Background: an optimization exercise with open tools, aiming at small area, a short achievable clock period and few clock cycles. Do not read the settings as production practice. Function was not checked in any run shown here: the RTL went through the layout flow alone. Power figures rest on the tool's default switching activity, not on a simulated workload.

<file path="design.v">
module blind_frame_rx (
    input  wire       clk,
    input  wire       rst,         
    input  wire       in_valid,
    input  wire [7:0] in_data,
    output reg        in_ready,
    output reg        evt_valid,
    output reg  [1:0] evt_code,    
    output reg  [7:0] evt_arg0,
    output reg  [7:0] evt_arg1,
    output reg        pay_valid,
    output reg  [7:0] pay_data,
    output reg        pay_last,
    input  wire       pay_ready
);
    localparam [1:0] EV_NOISE    = 2'd0;
    localparam [1:0] EV_OVERFLOW = 2'd1;
    localparam [1:0] EV_FRAME    = 2'd2;
    localparam [1:0] EV_CRC_ERR  = 2'd3;
    localparam N = 254;                 
    function [7:0] inc;
        input [7:0] x;
        inc = (x == N - 1) ? 8'd0 : x + 8'd1;
    endfunction
    function [7:0] subn;
        input [7:0] x;
        input [7:0] y;
        subn = (x < y) ? x - y - (8'd256 - N) : x - y;
    endfunction
    function [7:0] crc8_step;
        input [7:0] a;
        input [7:0] b;
        integer i;
        reg [7:0] c;
        begin
            c = a ^ b;
            for (i = 0; i < 8; i = i + 1)
                c = c[7] ? ((c << 1) ^ 8'h07) : (c << 1);
            crc8_step = c;
        end
    endfunction
    reg       a_v, b_v;
    reg [7:0] a_d, b_d;
    wire      push = in_valid && in_ready;
    wire      pop;
    always @(posedge clk) begin
        if (rst) begin
            a_v      <= 1'b0;
            b_v      <= 1'b0;
            in_ready <= 1'b1;
        end else begin
            if (!a_v || pop) begin
                a_v      <= b_v || push;
                b_v      <= 1'b0;
                in_ready <= 1'b1;
            end else if (push) begin
                b_v      <= 1'b1;
                in_ready <= 1'b0;
            end
        end
    end
    always @(posedge clk) begin
        if (!a_v || pop)
            a_d <= b_v ? b_d : in_data;
        if (in_ready)
            b_d <= in_data;
    end
    reg  [7:0] ring [0:N-1];
    reg  [7:0] wdata;
    genvar g;
    generate
        for (g = 0; g < N; g = g + 1) begin : st
            if (g == 1) begin : wt
                always @(posedge clk)
                    ring[g] <= pop ? wdata : ring[g - 1];
            end else begin : sh
                always @(posedge clk)
                    ring[g] <= ring[(g + N - 1) % N];
            end
        end
    endgenerate
    localparam S0 = 0, S1 = 1, S2 = 2, SP = 3, SE = 4, SO = 5;
    reg  [5:0] s;                       
    reg  [7:0] wd, rd, fsd;             
    reg  [7:0] bqd0, bqd1;              
    reg  [7:0] occ;                     
    reg  [7:0] ac;                      
    reg        full;                    
    reg        w_al, r_al;              
    reg  [7:0] k;                       
    reg        k1;                      
    reg        big;                     
    reg  [7:0] len, id, crc;
    reg  [7:0] rem;                     
    reg        rem0, rem1;              
    reg        skip;                    
    reg        bq_v0, bq_v1;            
    reg        sp_v;                    
    reg        ac_nz, occ_z;            
    wire       consume = r_al && ac_nz && (rem0 || skip || !sp_v);
    assign     pop     = a_v && w_al && (!full || consume);
    wire       idle    = !a_v && s[S0] && occ_z;
    wire [7:0] occ_keep = consume ? occ - 8'd1 : occ;
    wire [7:0] occ_inc  = consume ? occ : occ + 8'd1;
    wire [7:0] fs_r     = subn(rd, fsd);                   
    wire [7:0] occ_rew  = consume ? fs_r - 8'd1 : fs_r;
    wire [7:0] ac_keep  = consume ? ac - 8'd1 : ac;
    wire [7:0] b        = a_d;
    wire       is_aa    = (b == 8'hAA);
    wire       len_big  = (b[7:2] == 6'h3f) && (b[1:0] != 2'b00);
    wire       crc_ok   = (crc == b);
    wire       mark     = s[SE] && !crc_ok && !bq_v1 && (len != 8'd0);
    wire       commit   = s[S0] || s[S1] || (s[S2] && len_big) || (s[SP] && big) ||
                          (s[SE] && (crc_ok || len == 8'd0)) || mark || s[SO];
    wire       rewind   = s[SE] && !crc_ok && !commit;
    wire       bq_at    = bq_v0 && (bqd0 == rd);
    wire       bq_hit   = consume && rem0 && bq_at;
    always @(*) begin
        wdata = 8'h00;
        if ((s[S2] && !len_big) || (s[SP] && !big))
            wdata = b;
    end
    always @(posedge clk) begin
        evt_code <= s[SE] ? (crc_ok ? EV_FRAME : EV_CRC_ERR) :
                    s[SO] ? EV_OVERFLOW : EV_NOISE;
        evt_arg0 <= s[SE] ? (crc_ok ? id : crc) : b;
        evt_arg1 <= s[SE] ? (crc_ok ? len : b) : 8'h00;
        if (pop) begin
            if (s[S1]) id <= b;
            if (s[S2]) len <= b;
            if (s[S1])
                crc <= crc8_step(8'h00, b);
            else if (s[S2] || (s[SP] && !big))
                crc <= crc8_step(crc, b);
        end
        fsd <= inc((pop && s[S2]) ? wd : fsd);
        bqd0 <= inc(bq_hit ? bqd1 : bqd0);
        bqd1 <= inc(bqd1);
        if (pop && mark) begin
            if (bq_hit ? !bq_v1 : !bq_v0)
                bqd0 <= inc(fsd);
            else
                bqd1 <= inc(fsd);
        end
    end
    always @(posedge clk) begin
        if (rst) begin
            s         <= 6'b000001;
            wd        <= 8'd0;
            rd        <= 8'd0;
            occ       <= 8'd0;
            ac        <= 8'd0;
            full      <= 1'b0;
            ac_nz     <= 1'b0;
            occ_z     <= 1'b1;
            w_al      <= 1'b1;
            r_al      <= 1'b1;
            bq_v0     <= 1'b0;
            bq_v1     <= 1'b0;
            evt_valid <= 1'b0;
        end else begin
            evt_valid <= pop && ((s[S0] && !is_aa) || s[SE] || s[SO]);
            if (!idle) begin
                wd <= (pop && !rewind) ? wd : inc(pop ? fsd : wd);
                rd <= consume ? rd : inc(rd);
            end
            w_al <= pop ? (!rewind || (fsd == N - 1)) :
                    idle ? w_al : (wd == N - 1);
            r_al <= consume ? 1'b1 :
                    idle ? r_al : (rd == N - 1);
            occ <= !pop ? occ_keep : rewind ? occ_rew : occ_inc;
            ac  <= (pop && commit) ? occ_inc : ac_keep;
            ac_nz <= (pop && commit) || (ac_nz && !(consume && ac == 8'd1));
            occ_z <= !pop ? (consume ? (occ == 8'd1) : occ_z) :
                     rewind && (fs_r == {7'd0, consume});
            full  <= !pop ? (full && !consume) :
                     !rewind && (consume ? full : (occ == N - 1));
            if (bq_hit) begin
                bq_v0 <= bq_v1;
                bq_v1 <= 1'b0;
            end
            if (pop && mark) begin
                if (bq_hit ? !bq_v1 : !bq_v0)
                    bq_v0 <= 1'b1;
                else
                    bq_v1 <= 1'b1;
            end
            if (pop) begin
                s <= 6'b0;
                if (s[S0]) s[is_aa ? S1 : S0] <= 1'b1;
                if (s[S1]) s[S2] <= 1'b1;
                if (s[S2]) begin
                    big <= len_big;
                    k   <= len_big ? 8'd253 : b;
                    k1  <= (b == 8'd1);
                    s[(b == 8'd0) ? SE : SP] <= 1'b1;
                end
                if (s[SP]) begin
                    k  <= k - 8'd1;
                    k1 <= (k == 8'd2);
                    s[!k1 ? SP : big ? SO : SE] <= 1'b1;
                end
                if (s[SE] || s[SO]) s[S0] <= 1'b1;
            end
        end
    end
    wire [7:0] rdata = ring[0];
    always @(posedge clk) begin
        if (rst) begin
            rem0 <= 1'b1;
        end else if (consume) begin
            if (rem0) begin
                skip <= bq_at;
                rem  <= rdata;
                rem0 <= (rdata == 8'd0);
                rem1 <= (rdata == 8'd1);
            end else begin
                rem  <= rem - 8'd1;
                rem0 <= rem1;
                rem1 <= (rem == 8'd2);
            end
        end
    end
    wire       main_free = !pay_valid || pay_ready;
    wire       out_push  = consume && !rem0 && !skip;
    reg  [7:0] sp_d;
    reg        sp_l;
    always @(posedge clk) begin
        if (rst) begin
            pay_valid <= 1'b0;
            sp_v      <= 1'b0;
        end else begin
            if (main_free) begin
                pay_valid <= sp_v || out_push;
                sp_v      <= 1'b0;
            end else if (out_push) begin
                sp_v      <= 1'b1;
            end
        end
    end
    reg  [7:0] pd_q;
    reg        pl_q;
    always @(posedge clk) begin
        pd_q     <= main_free ? (sp_v ? sp_d : rdata) : pay_data;
        pl_q     <= main_free ? (sp_v ? sp_l : rem1) : pay_last;
        pay_data <= main_free ? (sp_v ? sp_d : rdata) : pd_q;
        pay_last <= main_free ? (sp_v ? sp_l : rem1) : pl_q;
        if (!sp_v) begin
            sp_d <= rdata;
            sp_l <= rem1;
        end
    end
endmodule
</file>
<file path="standard.sh">
#!/bin/bash
# synth_recipe.tcl (not shown) runs the flow's synth.tcl, then flattens the netlist and writes it again
# the make line also repeats each setting of config.mk as NAME=value (left out here)
make -C /OpenROAD-flow-scripts/flow DESIGN_CONFIG=/design/flow/config.mk WORK_HOME=/design/flow/orfs CLKGATE_MAP_FILE= SYNTH_SCRIPT=/design/flow/synth_recipe.tcl "${@:-finish}"
</file>
<file path="flow/run.sh">
#!/bin/bash
set -euo pipefail
bash standard.sh \
    "BUFFER_PORTS_ARGS=-buffer_cell sky130_fd_sc_hd__buf_4" \
    SETUP_SLACK_MARGIN=6 \
    finish > make_finish.log 2>&1
</file>
<file path="constraint.sdc">
create_clock -name core_clock -period 9.0 [get_ports {clk}]
set_input_delay 1.8000 -clock core_clock [delete_from_list [all_inputs] [get_ports {clk}]]
set_output_delay 1.8000 -clock core_clock [all_outputs]
set_load 0.01 [all_outputs]
</file>
<file path="config.mk">
export PLATFORM = sky130hd
export DESIGN_NAME = blind_frame_rx
export DESIGN_NICKNAME = blind_frame_rx
export VERILOG_FILES = /design/flow/design.v
export SDC_FILE = /design/flow/constraint.sdc
export NUM_CORES = 4
export LEC_CHECK = 0
export ABC_CLOCK_PERIOD_IN_PS = 2500
export CAP_MARGIN = 20
export CORE_MARGIN = 2
export CORE_UTILIZATION = 55
export CTS_CLUSTER_DIAMETER = 60
export CTS_CLUSTER_SIZE = 30
export SLEW_MARGIN = 20
</file>
==> results by group, run 1 <==
Die
  – Chip Width: between 300 and 400 um
  – Core area: 0.0915 mm^2
  – Die area: about 0.095 mm^2
  – Total I/O pin count: 42
  – Starting Density: 0.555
  – Die height: 308 um
  – Num rows: between 100 and 150

Synth
  – Seq/Total Area, Yosys: 0.884
  – Area contributors post-synth: dfxtp_1 (85%), edfxtp_1 (3.5%), xnor2_1 (1.5%)
  – Mean Syn Cell Area: 16.2 um^2
  – Syn Inst Count: ~3100
  – Yosys warning count: 3
  – Synthesis-stage register bit count: 2213
  – Most used flip-flop cell after synthesis: dfxtp_1
  – Post-synth top area share: 0.849
  – Distinct cell type count after synthesis: about 80
  – Syn nets: 3183
  – Most area-hungry cell type in the Yosys netlist: dfxtp_1
  – Mapped Area: between 0.05 and 0.06 mm^2
  – EDFF count, synth: 60
  – Async set-reset flop share out of synthesis: 0

Final layout
  – Area grow syn2layout: 12.1%
  – Layout cells sized above 1: 0.115
  – Layout fillers: 6694
  – Ant diodes: 0
  – Number of flip-flops in the largest register: between 2000 and 2500
  – Fin nets: 3332
  – Most flops, register: ring
  – Final design utilization: 0.622

Global route
  – Initial antenna violation count: 1
  – Largest net degree at the start of global routing: between 40 and 50
  – Remaining global-route overflow: 0
  – Vias in the first global route: about 20000
  – Global routing's busiest layer: met1
  – M1 GR Usage: 0.223
  – GR Util met2: 0.200
  – Met3 GRT Util: 0.0278
  – Gr usage total: 0.144
  – Global-route wire length before repair: 110000 um

Critical path
  – Crit Path Class: reg2out
  – Max incr delay on CP: ~0.35 ns
  – Crit-path slowest cell: dfxtp_2
  – Largest fanout on the critical path: 2
  – Crit-path leading delay family: flip-flops
  – Critical Path Sink Type: output port
  – Critical-path cell list: buf_6
  – WP data arrival: 1.18 ns
  – Crit path buffers/inverters: 1
  – Startpoint types: register
  – Reg2Reg Depth: 11
  – Worst R2R Setup Slack: roughly 6 ns
  – CP required: 7.20 ns
  – Stages on the worst setup path: 1
  – R2r startpoint: fsd[0]
  – FF-to-FF End: occ[5]

Clock network
  – Clock-pin transition on the worst setup and hold timing paths: around 0.09 ns
  – Inserted Clock Buffers: around 110
  – TritonCTS clock tree: yes
  – H-tree level count: 3
  – # clock sinks: about 2200
  – Worst skew pair latency: between 0.7 and 0.8 ns
  – Clock tree buffer depth: 3
  – Root Buffer: clkbuf_16
  – Post-CTS Hold Buffers: 0

STA
  – Slew Limit Fails: 0
  – Worst slew pin tran: between 0.9 and 1 ns
  – Minimum clock period: ~3 ns
  – Min Hold Slack: 0.300 ns
  – FMAX: 336 MHz
  – Setup TNS: 0 ns
  – Part of the cycle the worst path needs: 0.331
  – Clock skew: just over 0.05 ns
  – Slew Limit Headroom: 0.396
  – RSZ-0062 raised after global routing: true
  – Setup violations, final: 0
  – Hold Violations, Final: 0

Hold path
  – Hold-critical path depth: 0
  – Hold EP: ring[14][0]
  – Min-Delay Path Class: reg2reg
  – Hold Crit Start: ring[13][0]

Detailed routing
  – Via density: about 4.5
  – Final WL: 67300 um
  – Initial DRC Count: between 1000 and 1500
  – Wire length per cell: approximately 15 um
  – Routed Antenna Nets: 0
  – DR pass1 iterations: 5
  – DRC Markers: 0
  – Vias post-DR: between 20000 and 25000

Pwr
  – Leak Pwr: roughly 0.022 uW
  – Worst IR drop on VDD: between 0.0002 and 0.00025 V
  – Power Density: 297 mW/mm^2

Placed design
  – Detail Placement HPWL: 38100 um
  – Port buffer count: around 40
  – Routability cong.: a little over 0.8

Job
  – Max-cap violation count: 0

Run status
  – Status: timing/DRC/antenna clean
-- routing by layer --
metal	up-vias	wire length [um]
met3	118	2700
met2	295	26500
met4	0	1560
met1	9608	36500
met5	-	0
li1	10377	-
-- where the power goes --
group	total (uW)	switching, uW	internal, uW
Combinational	1130	639	492
Clock	5670	3180	2500
Sequential	10100	145	9930
Total	16900	3960	12900
-- worst max path at each step --
stage / from / to / slack [ns]
floorplan: rst / k1 / 6.01
global placement: rem0 / wd[4] / 5.29
detailed placement: rem0 / wd[4] / 5.24
CTS: pay_data[2] / pay_data[2] / 5.96
global route: fsd[0] / occ[5] / 5.96
finish: pay_data[6] / pay_data[6] / 6.02
-- worst register-to-register path, delay by kind of cell, from the launching register on --
kind,cells,cell delay (ns)
AO/OA/AOI/OAI,3,0.42
adder cells (fa/ha/maj),3,1.01
buffers and inverters,2,0.09
flip-flops,1,0.42
AND/OR/NAND/NOR,3,0.91
-- placed cells by master (no fill, tap or decap), drive strengths merged, types with 38 or more instances in the layout --
cell type,n
buf,90
clkbuf,118
edfxtp,60
inv,81
nor2,121
nand2,101
a21oi,62
o21ai,43
xnor2,86
dfxtp,2153
xor2,38
ha,43
nand3,41
-- through the flow --
| stage | instance area [um^2] | instances | worst slack (ns) | total power [uW] |
|---|---|---|---|---|
| 3_5_place_dp | 52400 | 4309 | 5.24 | 11300 |
| 4_1_cts | 56600 | 4518 | 5.96 | 16900 |
| 5_1_grt | 56900 | 4538 | 5.96 | 17600 |
| 3_3_place_gp | 52400 | 4309 | 5.29 | 11200 |
| 6_report | 56900 | 4538 | 6.02 | 16900 |
| 2_1_floorplan | 50800 | 3127 | 6.01 | 11000 |
-- kinds of logic (layout without fill, tap and decap cells) --
family,Yosys count,count (layout),synth area share
flip-flops,2213,2213,0.884
adder cells (fa/ha/maj),44,44,0.0110
XOR/XNOR,125,125,0.0220
buffers and inverters,96,320,0.00766
AND/OR/NAND/NOR,394,395,0.0378
multiplexers,50,50,0.0105
AO/OA/AOI/OAI,205,205,0.0269
-- cells in the mapped netlist, drive strengths merged, types with 2 or more instances --
cell type,number
nand2b,21
clkbuf,34
nor3,30
xor2,38
o32ai,2
o31ai,11
o21a,21
ha,43
mux2i,26
nor3b,3
nand3,40
a21oi,62
nand2,101
dfxtp,2153
nor2,121
a211oi,20
inv,43
or3,8
nor4,10
o41ai,2
xnor2,86
and4b,2
o21ai,43
or4,4
a221oi,3
and2,6
or2,2
a21o,2
a22o,8
mux2,24
and3,9
nand3b,5
o211ai,6
a31oi,7
nor2b,7
buf,18
nand4,18
a211o,3
nor4b,3
a2111oi,3
edfxtp,60
-- layout make-up --
| cell class | count | area [um^2] | area share |
|---|---|---|---|
| sequential | 2213 | 45000 | 0.790 |
| multi-input combinational | 819 | 5750 | 0.101 |
| clock buffer | 118 | 2810 | 0.0494 |
| tap | 1186 | 1480 | 0.0261 |
| clock inverter | 68 | 913 | 0.0161 |
| timing repair buffer | 90 | 810 | 0.0142 |
| inverter | 44 | 168 | 0.00295 |
-- repair_timing --
item	in CTS	in global routing
setup endpoints to repair	80	53
resized for setup	77	45
pin swaps	4	12
cloned	0	1
buffers inserted	23	19
==> run 2, diff against run 1 <==
--- a/config.mk
+++ b/config.mk
@@ -12,3 +12,4 @@
 export CTS_CLUSTER_DIAMETER = 60
 export CTS_CLUSTER_SIZE = 30
 export SLEW_MARGIN = 20
+export TNS_END_PERCENT = 5
==> results by group, run 2 <==
Global route
  – Vias in the first global route: 20365
  – Largest net degree at the start of global routing: between 40 and 50
  – Global-route wire length before repair: 109000 um
  – Remaining global-route overflow: 0
  – Initial antenna violation count: 1
  – Gr usage total: 0.143

Final layout
  – Fin nets: 3309
  – Area grow syn2layout: 11.1%
  – Layout cells sized above 1: 0.0955
  – Leading cell type in the layout, fill and taps excluded: dfxtp_1
  – Number of flip-flops in the largest register: between 2000 and 2500
  – Most frequent cells in the layout: dfxtp_1 (2144), nor2_1 (119), clkbuf_16 (109)
  – Ant diodes: 0
  – Most flops, register: ring
  – Post-route cell area: 0.0564 mm^2

Placed design
  – Routability cong.: around 0.81
  – DP Area: approximately 0.052 mm^2
  – Port buffer count: 41
  – Detail Placement HPWL: around 38000 um
  – DP Worst Slack: 5.24 ns

STA
  – Hold Violations, Final: 0
  – RSZ-0062 raised after global routing: true
  – Slew Limit Fails: 0
  – Setup TNS: 0 ns
  – Worst slew pin tran: approximately 0.9 ns
  – Final worst slack: 5.88 ns
  – FMAX: between 300 and 400 MHz
  – Clock skew: 0.0511 ns
  – Part of the cycle the worst path needs: 0.346
  – Setup violations, final: 0
  – Slew Limit Headroom: 0.402
  – Minimum clock period: roughly 3.1 ns

Detailed routing
  – Via density: approximately 4.5
  – Vias post-DR: 20200
  – DRC Markers: 0
  – Wire length per cell: approximately 15 um
  – Final WL: approximately 67000 um
  – Initial DRC Count: between 1000 and 1500
  – Routed Antenna Nets: 0
  – DR pass1 iterations: 4

Die
  – Core area: approximately 0.092 mm^2
  – Total I/O pin count: 42
  – Die height: 308 um
  – Starting Density: 0.555
  – Chip Width: between 300 and 400 um
  – Die area: 0.0948 mm^2
  – Num rows: between 100 and 150

Pwr
  – Power Density: slightly below 300 mW/mm^2
  – Tot Pwr: between 15000 and 20000 uW
  – Leak Pwr: 0.0222 uW
  – Worst IR drop on VDD: ~0.00022 V

Clock network
  – Root Buffer: clkbuf_16
  – TritonCTS clock tree: yes
  – Inserted Clock Buffers: 108
  – Worst skew pair latency: a little over 0.7 ns
  – # clock sinks: 2213
  – H-tree level count: 3
  – Clock-pin transition on the worst setup and hold timing paths: approximately 0.090 ns
  – Clock tree buffer depth: 3

Synth
  – Async set-reset flop share out of synthesis: 0
  – Synthesis-stage register bit count: ~2200
  – Most common cell in the synthesized netlist: dfxtp_1
  – EDFF count, synth: 60
  – Post-synth top cells: dfxtp_1 (2153), nor2_1 (119), nand2_1 (101)
  – Syn nets: 3183
  – Mean Syn Cell Area: ~16 um^2
  – Area contributors post-synth: dfxtp_1 (85%), edfxtp_1 (3.5%), xnor2_1 (1.5%)
  – Mapped Area: a little over 0.05 mm^2
  – Most used flip-flop cell after synthesis: dfxtp_1
  – Syn Inst Count: approximately 3100
  – Distinct cell type count after synthesis: 78
  – Post-synth top area share: 0.849
  – Most area-hungry cell type in the Yosys netlist: dfxtp_1
  – Seq/Total Area, Yosys: 0.884
  – Yosys warning count: 3

Critical path
  – Crit Path Class: reg2out
  – Crit path launch: in_ready
  – Stages on the worst setup path: 1
  – WP data arrival: 1.32 ns
  – Largest fanout on the critical path: 11
  – Critical Path Sink Type: output port
  – Startpoint types: register
  – Crit path buffers/inverters: 1
  – Max incr delay on CP: 0.47 ns
  – Crit-path leading delay family: flip-flops
  – Critical-path cell list: buf_4
  – Worst R2R Setup Slack: 5.98 ns
  – Reg2Reg Depth: 10
  – R2r startpoint: a_d[6]
  – CP required: ~7 ns
  – Crit-path slowest cell: dfxtp_2

Hold path
  – Hold-critical path depth: 0
  – Hold Crit Start: ring[13][0]
  – Min-Delay Path Class: reg2reg

Run status
  – Status: timing/DRC/antenna clean

Job
  – Max-cap violation count: 0
## run 2: cell counts after synthesis
No cell type changed its count.
## run 2: cells by family after synthesis
family,count (synthesis),share of synthesized area
xor+xnor,125,0.0220
fa+ha+maj,44,0.0110
flops,2213,0.884
simple gates,394,0.0378
buf+inv,96,0.00766
compound gates,205,0.0269
mux,50,0.0105
## run 2: worst paths after layout
path	end
worst max register to register	occ[0]
worst min register to register	ring[14][0]
worst max-delay path	in_ready
worst min-delay path	ring[14][0]
## run 2: power breakdown
part / switching, uW / leakage [uW] / total, uW / internal (uW)
sequential: 145 / 0.0179 / 10100 / 9930
clock: 3170 / 0.00180 / 5670 / 2500
combinational: 591 / 0.00248 / 1010 / 421
## run 2: routing by layer
layer  up-vias  GRT usage  share of wire
met2       258      0.198           0.39
li1      10319          -              -
met4         0     0.0487          0.023
met5         -          0              0
met1      9517      0.223           0.55
met3       106     0.0275          0.037
## run 2: layout make-up
| cell class | instances | area, um^2 |
|---|---|---|
| multi-input combinational | 818 | 5600 |
| clock inverter | 68 | 913 |
| fill | 6745 | 35100 |
| tap | 1186 | 1480 |
| sequential | 2213 | 44900 |
| timing repair buffer | 68 | 539 |
| inverter | 44 | 165 |
| clock buffer | 118 | 2810 |
## run 2: what timing repair did
action	4_1_cts	5_1_grt
setup endpoints to repair	80	79
pin swaps	2	3
resized for setup	12	21
hold buffers	0	0
buffers inserted	16	4
## run 2: through the flow
stage | utilization | hold WS [ns] | std cells
2_1_floorplan | - | 0.310 | 3127
3_3_place_gp | 0.573 | 0.310 | 4309
3_5_place_dp | 0.573 | 0.312 | 4309
4_1_cts | 0.615 | 0.297 | 4511
5_1_grt | 0.617 | 0.304 | 4515
6_report | 0.617 | 0.298 | 4515
==> run 3, diff against run 2 <==
==> flow/run.sh (replaced) <==
#!/bin/bash
set -euo pipefail
bash standard.sh \
    "BUFFER_PORTS_ARGS=-buffer_cell sky130_fd_sc_hd__buf_4" \
    SETUP_SLACK_MARGIN=6.3 \
    finish > make_finish.log 2>&1
==> results by group, run 3 <==
Clock network
  – TritonCTS clock tree: yes
  – Clock tree buffer depth: 3
  – Worst skew pair latency: approximately 0.7 ns
  – # clock sinks: approximately 2200
  – Root Buffer: clkbuf_16
  – Clock-pin transition on the worst setup and hold timing paths: ~0.10 ns
  – H-tree level count: 3
  – Inserted Clock Buffers: about 110

Final layout
  – Area grow syn2layout: 12.4%
  – Final Non-Filler Cells: 4533
  – Most frequent cells in the layout: dfxtp_1 (2132), nor2_1 (116), clkbuf_16 (111)
  – Fin nets: ~3300
  – Ant diodes: 0
  – Most flops, register: ring
  – Layout cells sized above 1: 0.111
  – Layout fillers: between 6000 and 7000
  – Number of flip-flops in the largest register: about 2000
  – Leading cell type in the layout, fill and taps excluded: dfxtp_1

Job
  – Max-cap violation count: 0

Detailed routing
  – Routed Antenna Nets: 0
  – DRC Markers: 0
  – Via density: about 4.5
  – Initial DRC Count: about 1100
  – Wire length per cell: 14.6 um
  – DR pass1 iterations: 5
  – Final WL: 66000 um
  – Vias post-DR: 20423

STA
  – Worst slew pin tran: 1.01 ns
  – Hold Violations, Final: 0
  – Setup violations, final: 0
  – FMAX: roughly 330 MHz
  – Slew Limit Fails: 0
  – Slew Limit Headroom: 0.327
  – Minimum clock period: about 3.0 ns
  – RSZ-0062 raised after global routing: true
  – Clock skew: 0.0440 ns
  – Part of the cycle the worst path needs: 0.337
  – Setup TNS: 0 ns

Critical path
  – Max incr delay on CP: between 0.5 and 0.6 ns
  – CP required: 9.57 ns
  – Crit Path Class: reg2reg
  – Critical Path Sink Type: register
  – Critical-path cell list: inv_2, ha_4, inv_1, fa_2, inv_2, ha_1, or3b_4, o22ai_4, nand3_4, or3_4, a31oi_4, a21oi_1
  – Crit-path slowest cell: fa_2
  – Most common cell on crit path: inv_2
  – Startpoint types: register
  – WP data arrival: 3.60 ns
  – Largest fanout on the critical path: 7

Global route
  – Global-route wire length before repair: around 110000 um
  – Largest net degree at the start of global routing: 44
  – Gr usage total: 0.142
  – Remaining global-route overflow: 0
  – Vias in the first global route: 20246
  – Initial antenna violation count: 2

Synth
  – Most area-hungry cell type in the Yosys netlist: dfxtp_1
  – Syn Inst Count: between 3000 and 4000
  – Mean Syn Cell Area: between 15 and 20 um^2
  – Mapped Area: a little over 0.05 mm^2
  – Post-synth top area share: 0.849
  – Area contributors post-synth: dfxtp_1 (85%), edfxtp_1 (3.5%), xnor2_1 (1.5%)
  – Post-synth top cells: dfxtp_1 (2153), nor2_1 (119), nand2_1 (101)
  – Async set-reset flop share out of synthesis: 0
  – EDFF count, synth: 60
  – Most common cell in the synthesized netlist: dfxtp_1
  – Yosys warning count: 3
  – Syn nets: 3183
  – Synthesis-stage register bit count: approximately 2200
  – Seq/Total Area, Yosys: 0.884
  – Most used flip-flop cell after synthesis: dfxtp_1
  – Distinct cell type count after synthesis: between 70 and 80

Placed design
  – Detail Placement HPWL: approximately 37000 um
  – Placed Cells: between 4000 and 5000
  – Routability cong.: between 0.7 and 0.8
  – Port buffer count: slightly above 40

Die
  – Total I/O pin count: 42
  – Num rows: approximately 110
  – Starting Density: 0.555
  – Core area: ~0.092 mm^2
  – Die height: between 300 and 400 um
  – Chip Width: 308 um
  – Die area: roughly 0.095 mm^2

Pwr
  – Power Density: 299 mW/mm^2
  – Leak Pwr: around 0.022 uW
  – Tot Pwr: 17000 uW
  – Worst IR drop on VDD: around 0.00022 V

Run status
  – Status: timing/DRC/antenna clean

Hold path
  – Min-Delay Path Class: reg2reg
run 3: logic make-up after synthesis:
logic type | count (synthesis) | share of synthesized area
flip-flops | 2213 | 0.884
XOR/XNOR | 125 | 0.0220
AND/OR/NAND/NOR | 394 | 0.0378
buffers and inverters | 96 | 0.00766
multiplexers | 50 | 0.0105
AO/OA/AOI/OAI | 205 | 0.0269
adder cells (fa/ha/maj) | 44 | 0.0110
run 3: critical path, delay by kind of cell (launching register included):
kind	cells	cell delay (ns)
buffers and inverters	3	0.19
DFF	1	0.38
adders and majority gates	3	0.94
and+or+nand+nor	3	0.93
AOI/OAI and AO/OA	3	0.50
run 3: final timing paths:
path                                     to  slack [ns]  cells after the start   startpoint
worst min register to register  ring[48][1]        0.30                      0  ring[47][1]
worst max register to register       occ[5]        5.97                     12        rd[0]
worst max-delay path                 occ[5]        5.97                     12        rd[0]
worst min-delay path            ring[48][1]        0.30                      0  ring[47][1]
run 3: what timing repair did:
| item | 4_1_cts | 5_1_grt |
|---|---|---|
| resized for setup | 61 | 39 |
| gates cloned | 1 | 0 |
| setup endpoints to repair | 136 | 97 |
| pin swaps | 6 | 8 |
| setup buffers | 29 | 7 |
| hold buffers | 0 | 0 |
run 3: where the power goes:
group | internal, uW | leakage [uW] | switching (uW)
clock | 2640 | 0.00191 | 3260
sequential | 9930 | 0.0179 | 140
combinational | 464 | 0.00257 | 613
run 3: metal layers:
metal  up-vias  GRT usage  part of all wire
met2       317      0.200              0.40
li1      10339          -                 -
met4         2     0.0507             0.030
met5         -          0           0.00020
met3       140     0.0305             0.038
met1      9625      0.214              0.53
run 3: layout make-up:
| class | count | area (um^2) | share of cell area |
|---|---|---|---|
| Sequential cell | 2213 | 45000 | 0.788 |
| Multi-Input combinational cell | 819 | 5760 | 0.101 |
| Clock buffer | 116 | 2830 | 0.0495 |
| Tap cell | 1186 | 1480 | 0.0260 |
| Clock inverter | 74 | 1180 | 0.0207 |
| Timing Repair Buffer | 81 | 669 | 0.0117 |
| Inverter | 44 | 173 | 0.00303 |
run 3: per-stage QoR:
step                      instance area (um^2)  setup slack (ns)   util  hold slack, ns
final                                    57100              5.97  0.623           0.302
after global routing                     57100              5.88  0.623           0.305
after CTS                                56800              5.92  0.621           0.299
after detailed placement                 52400              5.22  0.573           0.312
after global placement                   52400              5.42  0.573           0.310
after floorplan                          50800              6.20      -           0.310
==> run 4, diff against run 3 <==
==> flow/run.sh (replaced) <==
#!/bin/bash
set -euo pipefail
bash standard.sh \
    "BUFFER_PORTS_ARGS=-buffer_cell sky130_fd_sc_hd__buf_4" \
    SETUP_SLACK_MARGIN=6 \
    finish > make_finish.log 2>&1
--- a/config.mk
+++ b/config.mk
@@ -8,8 +8,7 @@
 export ABC_CLOCK_PERIOD_IN_PS = 2500
 export CAP_MARGIN = 20
 export CORE_MARGIN = 2
-export CORE_UTILIZATION = 55
+export CORE_UTILIZATION = 50
 export CTS_CLUSTER_DIAMETER = 60
-export CTS_CLUSTER_SIZE = 30
+export CTS_CLUSTER_SIZE = 34
 export SLEW_MARGIN = 20
-export TNS_END_PERCENT = 5
==> results by group, run 4 <==
Run status
  – Status: timing/DRC/antenna clean

STA
  – Slew Limit Fails: 0
  – Hold Violations, Final: 0
  – RSZ-0062 raised after global routing: true
  – Minimum clock period: 2.98 ns
  – Clock skew: 0.0544 ns
  – Final worst slack: between 6 and 7 ns
  – Part of the cycle the worst path needs: 0.331
  – Setup TNS: 0 ns
  – Worst slew pin tran: between 1 and 1.5 ns
  – Slew Limit Headroom: 0.310
  – FMAX: around 340 MHz
  – Setup violations, final: 0

Critical path
  – CP required: approximately 7.2 ns
  – Worst R2R Setup Slack: roughly 6 ns
  – R2r startpoint: rd[0]
  – Critical-path cell list: buf_12
  – Max incr delay on CP: around 0.37 ns
  – WP data arrival: 1.18 ns
  – Reg2Reg Depth: 13
  – Crit-path slowest cell: dfxtp_2
  – Crit-path leading delay family: flip-flops
  – FF-to-FF End: occ[4]
  – Critical Path Sink Type: output port
  – Startpoint types: register
  – Crit path buffers/inverters: 1
  – Largest fanout on the critical path: 2
  – Crit Path Class: reg2out

Hold path
  – Hold Crit Start: ring[16][0]
  – Hold EP: ring[17][0]
  – Min-Delay Path Class: reg2reg
  – Hold-critical path depth: 0

Pwr
  – Leak Pwr: 0.0226 uW
  – NetSw: 4130 uW
  – Sw frac: 0.238
  – P_int: 13200 uW
  – Combinational power share: 0.064
  – Power Density: roughly 300 mW/mm^2
  – Clock share of power: 0.354
  – Sequential Power Share: 0.582
  – Worst IR drop on VDD: 0.000190 V

Die
  – Total I/O pin count: 42
  – Core area: around 0.10 mm^2
  – Chip Width: 323 um
  – Die height: 323 um
  – Die area: about 0.10 mm^2
  – Starting Density: 0.506
  – Num rows: between 100 and 150

Global route
  – Gr usage total: 0.133
  – Remaining global-route overflow: 0
  – Largest net degree at the start of global routing: 44
  – Initial antenna violation count: 0
  – Global-route wire length before repair: ~110000 um
  – Vias in the first global route: roughly 21000

Synth
  – Syn Inst Count: roughly 3100
  – Distinct cell type count after synthesis: just under 80
  – Area contributors post-synth: dfxtp_1 (85%), edfxtp_1 (3.5%), xnor2_1 (1.5%)
  – Synthesis-stage register bit count: 2213
  – Async set-reset flop share out of synthesis: 0
  – EDFF count, synth: 60
  – Mean Syn Cell Area: 16.2 um^2
  – Most used flip-flop cell after synthesis: dfxtp_1
  – Seq/Total Area, Yosys: 0.884
  – Yosys warning count: 3
  – Syn nets: 3183
  – Post-synth top cells: dfxtp_1 (2153), nor2_1 (119), nand2_1 (101)
  – Post-synth top area share: 0.849
  – Most area-hungry cell type in the Yosys netlist: dfxtp_1
  – Most common cell in the synthesized netlist: dfxtp_1
  – Mapped Area: 0.0508 mm^2

Detailed routing
  – Final WL: 67500 um
  – Initial DRC Count: 1135
  – Vias post-DR: around 20000
  – Routed Antenna Nets: 0
  – Via density: roughly 4.3
  – DR pass1 iterations: 5
  – DRC Markers: 0
  – Wire length per cell: 14.3 um

Clock network
  – Root Buffer: clkbuf_16
  – # clock sinks: about 2200
  – Post-CTS Hold Buffers: 0
  – Inserted Clock Buffers: approximately 110
  – TritonCTS clock tree: yes
  – Worst skew pair latency: just over 0.7 ns
  – Clock tree buffer depth: 3
  – Clock-pin transition on the worst setup and hold timing paths: about 0.09 ns
  – H-tree level count: 3

Final layout
  – Ant diodes: 0
  – Number of flip-flops in the largest register: slightly above 2000
  – Most flops, register: ring
  – Sequential Area: between 0.04 and 0.05 mm^2
  – Leading cell type in the layout, fill and taps excluded: dfxtp_1
  – Layout cells sized above 1: 0.119
  – Fin nets: between 3000 and 4000
  – Area of the multi-input gates: between 0.005 and 0.006 mm^2
  – Most frequent cells in the layout: dfxtp_1 (2123), nor2_1 (117), clkbuf_16 (113)
  – Area grow syn2layout: 13.4%
  – Layout fillers: roughly 7700

Job
  – Max-cap violation count: 0

Placed design
  – Routability cong.: ~0.78
  – Detail Placement HPWL: 38200 um
  – Port buffer count: a little over 40
  – DP Worst Slack: 5.26 ns
-- run 4: power groups by stage --
stage	Combinational, uW	Clock [uW]	Sequential, uW
finish	1120	6120	10100
global route	1240	6700	10100
CTS	1020	6320	10100
detailed placement	942	0	10300
global placement	941	0	10300
floorplan	728	0	10200
-- run 4: cell type report --
type,count,share of cell area
Timing Repair Buffer,86,0.0134
Tap cell,1357,0.0295
Inverter,44,0.00302
Clock inverter,88,0.0232
Sequential cell,2213,0.780
Multi-Input combinational cell,818,0.0997
Clock buffer,122,0.0507
-- run 4: stage by stage --
step,utilization,total power [uW],instance area [um^2],hold slack [ns],cells
2_1_floorplan,-,11000,50800,0.310,3127
3_3_place_gp,0.524,11200,52600,0.310,4479
3_5_place_dp,0.524,11200,52600,0.312,4479
4_1_cts,0.571,17400,57300,0.276,4715
5_1_grt,0.574,18000,57600,0.283,4728
6_report,0.574,17300,57600,0.286,4728
-- run 4: how the worst max path moves through the flow --
| stage | cells past startpoint | startpoint | slack [ns] | end |
|---|---|---|---|---|
| after floorplan | 4 | rst | 6.01 | k1 |
| after global placement | 7 | rem0 | 5.42 | fsd[7] |
| after detailed placement | 7 | rem0 | 5.26 | fsd[7] |
| after CTS | 12 | rd[0] | 5.94 | occ[5] |
| after global routing | 12 | fsd[0] | 5.90 | occ[4] |
| final | 1 | pay_data[6] | 6.02 | pay_data[6] |
-- run 4: logic make-up (layout without fill, tap and decap cells) --
kind of cell	after synthesis	count (layout)	share of synthesized area
AOI/OAI and AO/OA	205	205	0.0269
xor gates and xnor gates	125	125	0.0220
adders and majority gates	44	44	0.0110
buffers and inverters	96	340	0.00766
DFF	2213	2213	0.884
muxes	50	50	0.0105
and+or+nand+nor	394	394	0.0378
-- run 4: repair_timing --
action / in CTS / in global routing
buffers inserted: 26 / 13
endpoints found under the setup margin: 75 / 43
resized for setup: 80 / 42
pin swaps: 7 / 16
-- run 4: metal layers --
metal	part of all wire	global-route usage	up-vias
met5	0	0	-
met4	0.023	0.0455	0
met3	0.046	0.0299	113
met2	0.40	0.191	309
met1	0.53	0.199	9633
li1	-	-	10383
==> run 5, diff against run 4 <==
--- a/design.v
+++ b/design.v
@@ -22,11 +22,6 @@
         input [7:0] x;
         inc = (x == N - 1) ? 8'd0 : x + 8'd1;
     endfunction
-    function [7:0] subn;
-        input [7:0] x;
-        input [7:0] y;
-        subn = (x < y) ? x - y - (8'd256 - N) : x - y;
-    endfunction
     function [7:0] crc8_step;
         input [7:0] a;
         input [7:0] b;
@@ -102,7 +97,7 @@
     wire       idle    = !a_v && s[S0] && occ_z;
     wire [7:0] occ_keep = consume ? occ - 8'd1 : occ;
     wire [7:0] occ_inc  = consume ? occ : occ + 8'd1;
-    wire [7:0] fs_r     = subn(rd, fsd);                   
+    reg  [7:0] fs_r;                                       
     wire [7:0] occ_rew  = consume ? fs_r - 8'd1 : fs_r;
     wire [7:0] ac_keep  = consume ? ac - 8'd1 : ac;
     wire [7:0] b        = a_d;
@@ -134,6 +129,16 @@
                 crc <= crc8_step(crc, b);
         end
         fsd <= inc((pop && s[S2]) ? wd : fsd);
+        fs_r <= (pop && s[S2]) ? occ_keep : occ_rew;
+        if (pop && s[S2]) begin
+            big <= len_big;
+            k   <= len_big ? 8'd253 : b;
+            k1  <= (b == 8'd1);
+        end
+        if (pop && s[SP]) begin
+            k  <= k - 8'd1;
+            k1 <= (k == 8'd2);
+        end
         bqd0 <= inc(bq_hit ? bqd1 : bqd0);
         bqd1 <= inc(bqd1);
         if (pop && mark) begin
@@ -189,17 +194,8 @@
                 s <= 6'b0;
                 if (s[S0]) s[is_aa ? S1 : S0] <= 1'b1;
                 if (s[S1]) s[S2] <= 1'b1;
-                if (s[S2]) begin
-                    big <= len_big;
-                    k   <= len_big ? 8'd253 : b;
-                    k1  <= (b == 8'd1);
-                    s[(b == 8'd0) ? SE : SP] <= 1'b1;
-                end
-                if (s[SP]) begin
-                    k  <= k - 8'd1;
-                    k1 <= (k == 8'd2);
-                    s[!k1 ? SP : big ? SO : SE] <= 1'b1;
-                end
+                if (s[S2]) s[(b == 8'd0) ? SE : SP] <= 1'b1;
+                if (s[SP]) s[!k1 ? SP : big ? SO : SE] <= 1'b1;
                 if (s[SE] || s[SO]) s[S0] <= 1'b1;
             end
         end
--- a/config.mk
+++ b/config.mk
@@ -8,7 +8,7 @@
 export ABC_CLOCK_PERIOD_IN_PS = 2500
 export CAP_MARGIN = 20
 export CORE_MARGIN = 2
-export CORE_UTILIZATION = 50
+export CORE_UTILIZATION = 55
 export CTS_CLUSTER_DIAMETER = 60
-export CTS_CLUSTER_SIZE = 34
+export CTS_CLUSTER_SIZE = 30
 export SLEW_MARGIN = 20
==> results by group, run 5 <==
Run status
  – Status: timing/DRC/antenna clean

Die
  – Chip Width: between 300 and 400 um
  – Die area: ~0.094 mm^2
  – Num rows: 111
  – Die height: about 300 um
  – Total I/O pin count: 42
  – Core area: about 0.091 mm^2
  – Starting Density: 0.553

Placed design
  – Routability cong.: roughly 0.80
  – Detail Placement HPWL: between 30000 and 40000 um
  – Port buffer count: about 40
  – DP Worst Slack: between 5 and 6 ns

Critical path
  – Max incr delay on CP: approximately 0.39 ns
  – Crit Path Class: reg2out
  – CP required: 7.20 ns
  – Largest fanout on the critical path: 2
  – Critical Path Sink Type: output port
  – Startpoint types: register
  – Crit-path leading delay family: flip-flops
  – WP data arrival: 1.21 ns
  – Crit-path slowest cell: dfxtp_4
  – Crit path buffers/inverters: 1
  – Critical-path cell list: buf_6

STA
  – Slew Limit Fails: 0
  – Hold Violations, Final: 0
  – Final worst slack: ~6 ns
  – Slew Limit Headroom: 0.255
  – Clock skew: between 0.05 and 0.06 ns
  – Setup violations, final: 0
  – Minimum clock period: about 3.0 ns
  – RSZ-0062 raised after global routing: true
  – FMAX: ~330 MHz
  – Worst slew pin tran: between 1 and 1.5 ns
  – Setup TNS: 0 ns
  – Part of the cycle the worst path needs: 0.335

Synth
  – Post-synth top area share: 0.857
  – Syn nets: 3103
  – Area contributors post-synth: dfxtp_1 (86%), edfxtp_1 (3.6%), xnor2_1 (1.1%)
  – Mapped Area: ~0.05 mm^2
  – Most common cell in the synthesized netlist: dfxtp_1
  – EDFF count, synth: 60
  – Async set-reset flop share out of synthesis: 0
  – Syn Inst Count: around 3100
  – Yosys warning count: 2
  – Mean Syn Cell Area: ~17 um^2
  – Post-synth top cells: dfxtp_1 (2161), nor2_1 (91), nand2_1 (82)
  – Distinct cell type count after synthesis: 74
  – Most area-hungry cell type in the Yosys netlist: dfxtp_1
  – Synthesis-stage register bit count: 2221
  – Seq/Total Area, Yosys: 0.893
  – Most used flip-flop cell after synthesis: dfxtp_1

Pwr
  – Leak Pwr: between 0.02 and 0.025 uW
  – Worst IR drop on VDD: between 0.00015 and 0.0002 V
  – Tot Pwr: 16400 uW
  – Power Density: a little under 300 mW/mm^2

Clock network
  – Root Buffer: clkbuf_16
  – Post-CTS Hold Buffers: 0
  – Clock-pin transition on the worst setup and hold timing paths: about 0.1 ns
  – Inserted Clock Buffers: 104
  – Clock tree buffer depth: 3
  – Worst skew pair latency: slightly above 0.7 ns
  – TritonCTS clock tree: yes
  – H-tree level count: 3
  – # clock sinks: roughly 2200

Global route
  – Remaining global-route overflow: 0
  – Gr usage total: 0.147
  – Largest net degree at the start of global routing: 34
  – Initial antenna violation count: 2
  – Global-route wire length before repair: 111000 um
  – Vias in the first global route: roughly 20000

Detailed routing
  – DRC Markers: 0
  – DR pass1 iterations: 5
  – Routed Antenna Nets: 0
  – Wire length per cell: approximately 15 um
  – Final WL: around 70000 um
  – Vias post-DR: approximately 20000
  – Via density: about 4.5
  – Initial DRC Count: between 1000 and 1500

Job
  – Max-cap violation count: 0

Final layout
  – Fin nets: 3229
  – Ant diodes: 0
  – Most flops, register: ring
  – Most frequent cells in the layout: dfxtp_1 (2128), clkbuf_16 (107), nor2_1 (91)
  – Final design utilization: 0.615
  – Layout cells sized above 1: 0.0998
  – Number of flip-flops in the largest register: approximately 2000
  – Leading cell type in the layout, fill and taps excluded: dfxtp_1
  – Area grow syn2layout: 11.2%

Hold path
  – Min-Delay Path Class: reg2reg
run 5: cell type report:
type / count / area [um^2]
Clock buffer: 111 / 2700
Clock inverter: 58 / 913
Fill cell: 6607 / 35100
Inverter: 37 / 143
Multi-Input combinational cell: 745 / 5070
Sequential cell: 2221 / 45100
Tap cell: 1186 / 1480
Timing Repair Buffer: 74 / 701
run 5: cell families after synthesis:
group | share of synthesized area
AOI/OAI and AO/OA | 0.0252
xor gates and xnor gates | 0.0192
adders and majority gates | 0.00843
buffers and inverters | 0.00731
DFF | 0.893
muxes | 0.0128
and+or+nand+nor | 0.0340
run 5: routing by layer:
metal	global-route usage	vias to the layer above	share of wire
li1	-	10091	-
met1	0.219	9511	0.52
met2	0.209	297	0.41
met3	0.0309	116	0.043
met4	0.0614	0	0.032
met5	0	-	0
run 5: final timing paths:
path                        to  slack, ns  depth (start not counted)         start
setup / recovery     pay_valid       5.99                          1     pay_valid
setup reg to reg         wd[5]       6.16                         11          rem0
hold / removal    ring[125][6]       0.30                          0  ring[124][6]
hold reg to reg   ring[125][6]       0.30                          0  ring[124][6]
run 5: what timing repair did:
item,CTS,global route
setup endpoints to repair,69,59
cloned,0,0
gates resized for setup,71,11
setup buffers,10,15
pin swaps,0,1
run 5: stage by stage:
stage	hold slack, ns	cell area, um^2	cells
finish	0.302	56100	4432
CTS	0.306	56000	4417
detailed placement	0.312	52100	4238
floorplan	0.310	50500	3057
global route	0.309	56100	4432
global placement	0.309	52100	4238
run 5: where the power goes:
part / switching [uW] / internal [uW] / leakage, uW
logic: 387 / 281 / 0.00227
registers: 164 / 9970 / 0.0180
clock network: 3150 / 2430 / 0.00172
==> run 6, diff against run 5 <==
==> flow/run.sh (replaced) <==
#!/bin/bash
set -euo pipefail
bash standard.sh \
    "BUFFER_PORTS_ARGS=-buffer_cell sky130_fd_sc_hd__buf_4" \
    SETUP_SLACK_MARGIN=6.3 \
    finish > make_finish.log 2>&1
==> results by group, run 6 <==
Detailed routing
  – Via density: about 4.5
  – Final WL: 65400 um
  – Routed Antenna Nets: 0
  – Wire length per cell: 14.7 um
  – DRC Markers: 0
  – Initial DRC Count: between 900 and 1000
  – Vias post-DR: just under 20000
  – DR pass1 iterations: 5

Synth
  – Post-synthesis mux area share: 0.0128
  – Area contributors post-synth: dfxtp_1 (86%), edfxtp_1 (3.6%), xnor2_1 (1.1%)
  – Most used flip-flop cell after synthesis: dfxtp_1
  – EDFF count, synth: 60
  – Largest family of logic cells by synthesized area: simple AND/OR/NAND/NOR gates
  – Mean Syn Cell Area: ~17 um^2
  – Mapped Area: just over 0.05 mm^2
  – Post-Synth Adder-Cell Area: 0.00843
  – Xor/xnor share of the synthesized area: 0.0192
  – Syn nets: slightly above 3000
  – Synthesis-stage register bit count: between 2000 and 2500
  – Syn Inst Count: 3057
  – Yosys warning count: 2
  – Post-synth top cells: dfxtp_1 (2161), nor2_1 (91), nand2_1 (82)
  – Async set-reset flop share out of synthesis: 0
  – Post-synth top area share: 0.857
  – Distinct cell type count after synthesis: 74
  – Most area-hungry cell type in the Yosys netlist: dfxtp_1
  – Synth Area in Simple Gates: 0.0340
  – Seq/Total Area, Yosys: 0.893
  – Synth Area in Compound Gates: 0.0252
  – Most common cell in the synthesized netlist: dfxtp_1

Clock network
  – Root Buffer: clkbuf_16
  – Inserted Clock Buffers: ~110
  – H-tree level count: 3
  – Clock tree buffer depth: 3
  – Worst skew pair latency: just over 0.7 ns
  – Post-CTS Hold Buffers: 0
  – Clock-pin transition on the worst setup and hold timing paths: ~0.1 ns
  – TritonCTS clock tree: yes
  – # clock sinks: roughly 2200

Pwr
  – Combinational power share: 0.039
  – Worst IR drop on VDD: around 0.00022 V
  – Clock share of power: 0.347
  – P_int: 12800 uW
  – Power Density: 292 mW/mm^2
  – Sw frac: 0.226
  – Sequential Power Share: 0.614
  – NetSw: approximately 3700 uW
  – Leak Pwr: roughly 0.022 uW

Critical path
  – WP data arrival: 1.23 ns
  – Crit-path leading delay family: flip-flops
  – Critical Path Sink Type: output port
  – Critical Path Sink: pay_valid
  – Largest fanout on the critical path: 2
  – Stages on the worst setup path: 1
  – Crit-path slowest cell: dfxtp_4
  – FF-to-FF End: wd[5]
  – Max incr delay on CP: 0.41 ns
  – Crit Path Class: reg2out
  – Worst R2R Setup Slack: 6.39 ns
  – R2r startpoint: skip
  – Critical-path cell list: buf_6
  – CP required: between 7 and 8 ns
  – Crit path launch: pay_valid
  – Startpoint types: register
  – Crit path buffers/inverters: 1
  – Reg2Reg Depth: 11

STA
  – FMAX: 330 MHz
  – Setup TNS: 0 ns
  – Final worst slack: between 5 and 6 ns
  – Slew Limit Headroom: 0.424
  – Setup violations, final: 0
  – Worst slew pin tran: between 0.8 and 0.9 ns
  – Minimum clock period: slightly above 3 ns
  – Clock skew: about 0.038 ns
  – Slew Limit Fails: 0
  – Part of the cycle the worst path needs: 0.337
  – Hold Violations, Final: 0
  – RSZ-0062 raised after global routing: true

Global route
  – Gr usage total: 0.141
  – Remaining global-route overflow: 0
  – Vias in the first global route: 19928
  – Largest net degree at the start of global routing: 34
  – Global-route wire length before repair: 107000 um
  – Initial antenna violation count: 0

Final layout
  – Layout cells sized above 1: 0.115
  – Leading cell type in the layout, fill and taps excluded: dfxtp_1
  – Number of flip-flops in the largest register: 2032
  – Layout fillers: around 6700
  – Fin nets: 3236
  – Area grow syn2layout: 12.0%
  – Ant diodes: 0
  – Most flops, register: ring
  – Most frequent cells in the layout: dfxtp_1 (2114), clkbuf_16 (110), nor2_1 (90)

Placed design
  – Routability cong.: around 0.79
  – Detail Placement HPWL: approximately 37000 um
  – DP Worst Slack: approximately 5.6 ns
  – Port buffer count: 41

Die
  – Core area: about 0.091 mm^2
  – Die height: 307 um
  – Die area: between 0.09 and 0.1 mm^2
  – Num rows: roughly 110
  – Starting Density: 0.553
  – Chip Width: slightly above 300 um
  – Total I/O pin count: 42

Job
  – Max-cap violation count: 0

Hold path
  – Min-Delay Path Class: reg2reg

Run status
  – Status: timing/DRC/antenna clean
==> run 6: cell types whose count changed in the layout (fill, tap and decap cells not counted), moves of 4 or more <==
cell / change
dfxtp_1: -14
clkinv_4: +8
inv_12: +4
inv_8: +9
dfxtp_2: +12
clkinv_16: -6
clkinv_2: -5
clkinvlp_4: +4
==> run 6: area by class of cell <==
type | instances | area [um^2] | share of cell area
well taps | 1186 | 1480 | 0.0263
flip-flops and latches | 2221 | 45100 | 0.799
clock inverters | 75 | 991 | 0.0175
repair buffers | 76 | 746 | 0.0132
multi-input cells | 745 | 5200 | 0.0920
clock buffers | 118 | 2800 | 0.0496
inverters | 37 | 143 | 0.00252
==> run 6: power by group through the flow <==
stage | logic (uW) | clock network, uW | registers [uW]
3_5_place_dp | 607 | 0 | 10400
4_1_cts | 639 | 5910 | 10100
3_3_place_gp | 608 | 0 | 10400
2_1_floorplan | 486 | 0 | 10300
5_1_grt | 731 | 6280 | 10200
6_report | 646 | 5740 | 10100
==> run 6: timing repair <==
action | 4_1_cts | 5_1_grt
gates resized for setup | 89 | 29
setup buffers | 20 | 8
cloned | 1 | 0
pin swaps | 3 | 7
setup endpoints to repair | 96 | 77
==> run 6: per-layer routing <==
layer	up-vias	global-route usage	wire [um]
li1	10131	-	-
met1	9310	0.215	34700
met2	287	0.198	26100
met3	120	0.0304	2890
met4	0	0.0518	1640
met5	-	0	0
==> run 6: worst reg2reg max path, delay by kind of cell, from the launching register on <==
family / cells / cell delay, ns
flops: 1 / 0.43
compound gates: 3 / 0.63
buf+inv: 1 / 0.16
fa+ha+maj: 1 / 0.20
simple gates: 6 / 1.14
==> run 6: cell families (layout without fill, tap and decap cells) <==
group	count (synthesis)	count (layout)
adders and majority gates	34	34
AOI/OAI and AO/OA	197	197
and+or+nand+nor	343	343
muxes	61	61
DFF	2221	2221
xor gates and xnor gates	110	110
buffers and inverters	91	306
==> run 6: per-stage QoR <==
| step | hold slack (ns) | util | total power, uW | instances | area (um^2) |
|---|---|---|---|---|---|
| 2_1_floorplan | 0.310 | - | 10800 | 3057 | 50500 |
| 3_3_place_gp | 0.310 | 0.571 | 11000 | 4236 | 52100 |
| 3_5_place_dp | 0.312 | 0.571 | 11000 | 4236 | 52100 |
| 4_1_cts | 0.309 | 0.617 | 16700 | 4450 | 56300 |
| 5_1_grt | 0.316 | 0.619 | 17200 | 4458 | 56500 |
| 6_report | 0.317 | 0.619 | 16500 | 4458 | 56500 |
==> run 6: worst min path at each step <==
stage | from | endpoint | cells past startpoint
after global placement | ring[239][6] | ring[240][6] | 0
after detailed placement | ring[99][4] | ring[100][4] | 0
final | ring[237][5] | ring[238][5] | 0
after CTS | ring[26][4] | ring[27][4] | 0
after global routing | ring[60][6] | ring[61][6] | 0
after floorplan | ring[253][0] | ring[0][0] | 0
==> run 7, diff against run 6 <==
--- a/design.v
+++ b/design.v
@@ -76,8 +76,8 @@
     endgenerate
     localparam S0 = 0, S1 = 1, S2 = 2, SP = 3, SE = 4, SO = 5;
     reg  [5:0] s;                       
-    reg  [7:0] wd, rd, fsd;             
-    reg  [7:0] bqd0, bqd1;              
+    reg  [7:0] wd, rd;                  
+    reg  [7:0] bq0, bq1;                
     reg  [7:0] occ;                     
     reg  [7:0] ac;                      
     reg        full;                    
@@ -93,22 +93,23 @@
     reg        sp_v;                    
     reg        ac_nz, occ_z;            
     wire       consume = r_al && ac_nz && (rem0 || skip || !sp_v);
-    assign     pop     = a_v && w_al && (!full || consume);
+    wire       wait_bq;                 
+    assign     pop     = a_v && w_al && (!full || consume) && !wait_bq;
     wire       idle    = !a_v && s[S0] && occ_z;
     wire [7:0] occ_keep = consume ? occ - 8'd1 : occ;
     wire [7:0] occ_inc  = consume ? occ : occ + 8'd1;
-    reg  [7:0] fs_r;                                       
-    wire [7:0] occ_rew  = consume ? fs_r - 8'd1 : fs_r;
+    reg  [7:0] fs_r;                    
+    wire [7:0] fs_rn    = consume ? fs_r - 8'd1 : fs_r;
     wire [7:0] ac_keep  = consume ? ac - 8'd1 : ac;
     wire [7:0] b        = a_d;
     wire       is_aa    = (b == 8'hAA);
     wire       len_big  = (b[7:2] == 6'h3f) && (b[1:0] != 2'b00);
     wire       crc_ok   = (crc == b);
-    wire       mark     = s[SE] && !crc_ok && !bq_v1 && (len != 8'd0);
+    wire       mark     = s[SE] && !crc_ok && (len != 8'd0);
+    assign     wait_bq  = mark && bq_v1;
     wire       commit   = s[S0] || s[S1] || (s[S2] && len_big) || (s[SP] && big) ||
-                          (s[SE] && (crc_ok || len == 8'd0)) || mark || s[SO];
-    wire       rewind   = s[SE] && !crc_ok && !commit;
-    wire       bq_at    = bq_v0 && (bqd0 == rd);
+                          s[SE] || s[SO];
+    wire       bq_at    = bq_v0 && (bq0 == 8'd0);
     wire       bq_hit   = consume && rem0 && bq_at;
     always @(*) begin
         wdata = 8'h00;
@@ -128,8 +129,7 @@
             else if (s[S2] || (s[SP] && !big))
                 crc <= crc8_step(crc, b);
         end
-        fsd <= inc((pop && s[S2]) ? wd : fsd);
-        fs_r <= (pop && s[S2]) ? occ_keep : occ_rew;
+        fs_r <= (pop && s[S2]) ? occ_keep : fs_rn;
         if (pop && s[S2]) begin
             big <= len_big;
             k   <= len_big ? 8'd253 : b;
@@ -139,13 +139,13 @@
             k  <= k - 8'd1;
             k1 <= (k == 8'd2);
         end
-        bqd0 <= inc(bq_hit ? bqd1 : bqd0);
-        bqd1 <= inc(bqd1);
+        bq0 <= (bq_hit ? bq1 : bq0) - {7'd0, consume};
+        bq1 <= bq1 - {7'd0, consume};
         if (pop && mark) begin
             if (bq_hit ? !bq_v1 : !bq_v0)
-                bqd0 <= inc(fsd);
+                bq0 <= fs_rn;
             else
-                bqd1 <= inc(fsd);
+                bq1 <= fs_rn;
         end
     end
     always @(posedge clk) begin
@@ -166,20 +166,18 @@
         end else begin
             evt_valid <= pop && ((s[S0] && !is_aa) || s[SE] || s[SO]);
             if (!idle) begin
-                wd <= (pop && !rewind) ? wd : inc(pop ? fsd : wd);
+                wd <= pop ? wd : inc(wd);
                 rd <= consume ? rd : inc(rd);
             end
-            w_al <= pop ? (!rewind || (fsd == N - 1)) :
+            w_al <= pop ? 1'b1 :
                     idle ? w_al : (wd == N - 1);
             r_al <= consume ? 1'b1 :
                     idle ? r_al : (rd == N - 1);
-            occ <= !pop ? occ_keep : rewind ? occ_rew : occ_inc;
+            occ <= pop ? occ_inc : occ_keep;
             ac  <= (pop && commit) ? occ_inc : ac_keep;
             ac_nz <= (pop && commit) || (ac_nz && !(consume && ac == 8'd1));
-            occ_z <= !pop ? (consume ? (occ == 8'd1) : occ_z) :
-                     rewind && (fs_r == {7'd0, consume});
-            full  <= !pop ? (full && !consume) :
-                     !rewind && (consume ? full : (occ == N - 1));
+            occ_z <= !pop && (consume ? (occ == 8'd1) : occ_z);
+            full  <= !pop ? (full && !consume) : (consume ? full : (occ == N - 1));
             if (bq_hit) begin
                 bq_v0 <= bq_v1;
                 bq_v1 <= 1'b0;
==> flow/run.sh (replaced) <==
#!/bin/bash
set -euo pipefail
bash standard.sh \
    "BUFFER_PORTS_ARGS=-buffer_cell sky130_fd_sc_hd__buf_4" \
    SETUP_SLACK_MARGIN=6 \
    finish > make_finish.log 2>&1
==> results by group, run 7 <==
Clock network
  – # clock sinks: roughly 2200
  – Root Buffer: clkbuf_16
  – H-tree level count: 3
  – Clock-pin transition on the worst setup and hold timing paths: approximately 0.090 ns
  – Clock tree buffer depth: 3
  – Inserted Clock Buffers: ~110
  – Worst skew pair latency: 0.71 ns
  – TritonCTS clock tree: yes

Synth
  – Area contributors post-synth: dfxtp_1 (87%), edfxtp_1 (3.6%), xnor2_1 (1.1%)
  – Post-synth top area share: 0.870
  – Most common cell in the synthesized netlist: dfxtp_1
  – Yosys warning count: 2
  – Post-synth top cells: dfxtp_1 (2153), nor2_1 (93), nand2_1 (74)
  – Mapped Area: a little under 0.05 mm^2
  – EDFF count, synth: 60
  – Distinct cell type count after synthesis: 65
  – Most area-hungry cell type in the Yosys netlist: dfxtp_1
  – Syn Inst Count: just under 3000
  – Syn nets: slightly below 3000
  – Most used flip-flop cell after synthesis: dfxtp_1
  – Synthesis-stage register bit count: 2213
  – Seq/Total Area, Yosys: 0.906
  – Mean Syn Cell Area: ~17 um^2
  – Async set-reset flop share out of synthesis: 0

Final layout
  – Area of the multi-input gates: between 0.004 and 0.005 mm^2
  – Most frequent cells in the layout: dfxtp_1 (2126), clkbuf_16 (113), nor2_1 (92)
  – Fin nets: 3116
  – Layout cells sized above 1: 0.109
  – Most flops, register: ring
  – Post-route cell area: about 0.056 mm^2
  – Leading cell type in the layout, fill and taps excluded: dfxtp_1
  – Ant diodes: 0
  – Final design utilization: 0.621
  – Layout fillers: around 6500
  – Number of flip-flops in the largest register: approximately 2000
  – Area grow syn2layout: 12.4%
  – Sequential Area: 0.0449 mm^2

Die
  – Core area: between 0.08 and 0.09 mm^2
  – Chip Width: ~300 um
  – Starting Density: 0.553
  – Num rows: between 100 and 150
  – Total I/O pin count: between 40 and 50
  – Die area: ~0.093 mm^2
  – Die height: 304 um

Placed design
  – Port buffer count: 41
  – Routability cong.: 0.724
  – DP Area: roughly 0.05 mm^2
  – Detail Placement HPWL: 33400 um

Job
  – Max-cap violation count: 0

Critical path
  – Crit-path leading delay family: flip-flops
  – Crit Path Class: reg2out
  – Crit-path slowest cell: dfxtp_4
  – WP data arrival: 1.30 ns
  – Max incr delay on CP: 0.45 ns
  – FF-to-FF End: bq0[5]
  – CP required: 7.20 ns
  – R2r startpoint: sp_v
  – Crit path buffers/inverters: 1
  – Worst R2R Setup Slack: between 6 and 7 ns
  – Reg2Reg Depth: 10
  – Critical-path cell list: buf_4
  – Largest fanout on the critical path: 11
  – Critical Path Sink Type: output port
  – Crit path launch: in_ready
  – Startpoint types: register

Run status
  – Status: timing/DRC/antenna clean

Hold path
  – Hold EP: ring[4][1]
  – Hold-critical path depth: 0
  – Min-Delay Path Class: reg2reg
  – Hold Crit Start: ring[3][1]

STA
  – Hold Violations, Final: 0
  – Setup TNS: 0 ns
  – Clock skew: 0.0494 ns
  – Slew Limit Fails: 0
  – Minimum clock period: slightly above 3 ns
  – Part of the cycle the worst path needs: 0.345
  – Slew Limit Headroom: 0.424
  – FMAX: about 320 MHz
  – Worst slew pin tran: 0.861 ns
  – Setup violations, final: 0
  – RSZ-0062 raised after global routing: true

Global route
  – Remaining global-route overflow: 0
  – Global-route wire length before repair: slightly above 100000 um
  – Initial antenna violation count: 0
  – Gr usage total: 0.133
  – Vias in the first global route: ~19000
  – Largest net degree at the start of global routing: 47

Detailed routing
  – DR pass1 iterations: 5
  – Via density: 4.38
  – Routed Antenna Nets: 0
  – Vias post-DR: 18973
  – Final WL: a little over 60000 um
  – Wire length per cell: between 10 and 15 um
  – DRC Markers: 0
  – Initial DRC Count: between 800 and 900

Pwr
  – Leak Pwr: 0.0219 uW
  – Worst IR drop on VDD: around 0.00024 V
  – Power Density: between 200 and 300 mW/mm^2
[run 7: cell types whose count changed after synthesis, moves of 8 or more]
cell	change
xor2_1	-15
a22o_1	-14
nand4_1	-12
nor3_1	-10
o31ai_1	-10
mux2_2	-9
clkbuf_1	-8
dfxtp_1	-8
nand2_1	-8
[run 7: per-stage QoR]
step,hold slack [ns],setup WS (ns),power [uW],cells
2_1_floorplan,0.310,6.03,10600,2931
3_3_place_gp,0.312,5.65,10700,4105
3_5_place_dp,0.312,5.57,10700,4105
4_1_cts,0.302,5.75,16700,4314
5_1_grt,0.297,5.83,17200,4332
6_report,0.299,5.90,16600,4332
[run 7: cell families (layout without fill, tap and decap cells)]
logic type / after synthesis / after routing / share of synthesized area
compound gates: 142 / 142 / 0.0177
fa+ha+maj: 32 / 32 / 0.00803
mux: 58 / 58 / 0.0124
xor+xnor: 92 / 92 / 0.0163
flops: 2213 / 2213 / 0.906
simple gates: 312 / 313 / 0.0322
buf+inv: 82 / 306 / 0.00710
[run 7: cell type report]
class	count	area share
Timing Repair Buffer	71	0.0113
Clock buffer	116	0.0515
Inverter	38	0.00276
Clock inverter	81	0.0228
Multi-Input combinational cell	637	0.0780
Tap cell	1176	0.0264
Sequential cell	2213	0.807
[run 7: metal layers]
metal / global-route usage / wire length, um / vias up
met4: 0.0463 / 1630 / 0
met1: 0.202 / 32600 / 8961
li1: - / - / 9671
met5: 0 / 0 / -
met3: 0.0280 / 1990 / 111
met2: 0.190 / 24400 / 230
[run 7: worst max path at each step]
stage / endpoint / slack (ns) / cells past startpoint
2_1_floorplan: skip / 6.03 / 4
3_3_place_gp: crc[2] / 5.65 / 8
3_5_place_dp: bq0[6] / 5.57 / 10
4_1_cts: in_ready / 5.75 / 1
5_1_grt: in_ready / 5.83 / 1
6_report: in_ready / 5.90 / 1
[run 7: timing repair]
action	in CTS	in global routing
setup endpoints to repair	93	68
gates cloned	0	1
buffers inserted	12	17
hold buffers	0	0
endpoints found under the hold margin	0	0
gates resized for setup	56	11
pin swaps	3	2
[run 7: power breakdown]
group          leakage [uW]  internal, uW  total [uW]  switching (uW)
logic               0.00202           201         440             239
registers            0.0179          9960       10100             132
clock network       0.00198          2770        6050            3280
total                0.0219         12900       16600            3650

[static timing again, ports no longer ideal]
In the flow no input, the clock included, has a driving cell. The finished layouts below were timed again as built, in two steps.
Step 1 (the two cells are an assumption about what drives the block):
set clk [get_ports {clk}]
set_driving_cell -lib_cell sky130_fd_sc_hd__clkbuf_16 $clk
set_driving_cell -lib_cell sky130_fd_sc_hd__buf_2 [delete_from_list [all_inputs] $clk]
Step 2 moves the port delays by t, midway between the first and last clock arrival at a register: inputs arrive t later, outputs are due t later. That takes back most of the time a late clock gives input paths.
a / b / c = ideal ports / drivers / drivers and shift; a / b = the first two.
| run | shift t [ns] | setup slack, ns | slew at the worst register clock pin (ns) |
|---|---|---|---|
| run 1 | 0.748 | 6.023 / 5.960 / 5.552 | 0.10 / 0.10 |
| run 2 | 0.747 | 5.883 / 5.820 / 5.378 | 0.10 / 0.10 |
| run 3 | 0.763 | 5.971 / 5.919 / 5.732 | 0.10 / 0.10 |
| run 4 | 0.750 | 6.022 / 5.958 / 5.579 | 0.11 / 0.11 |
| run 5 | 0.766 | 5.988 / 5.919 / 5.656 | 0.10 / 0.10 |
| run 6 | 0.751 | 5.969 / 5.907 / 5.681 | 0.10 / 0.10 |
| run 7 | 0.744 | 5.899 / 5.839 / 5.642 | 0.10 / 0.10 |
After both steps setup and hold are still met in every run listed. The setup slack of run 2, which loses most, moves by -0.063 ns with the drivers and by -0.505 ns with both steps.
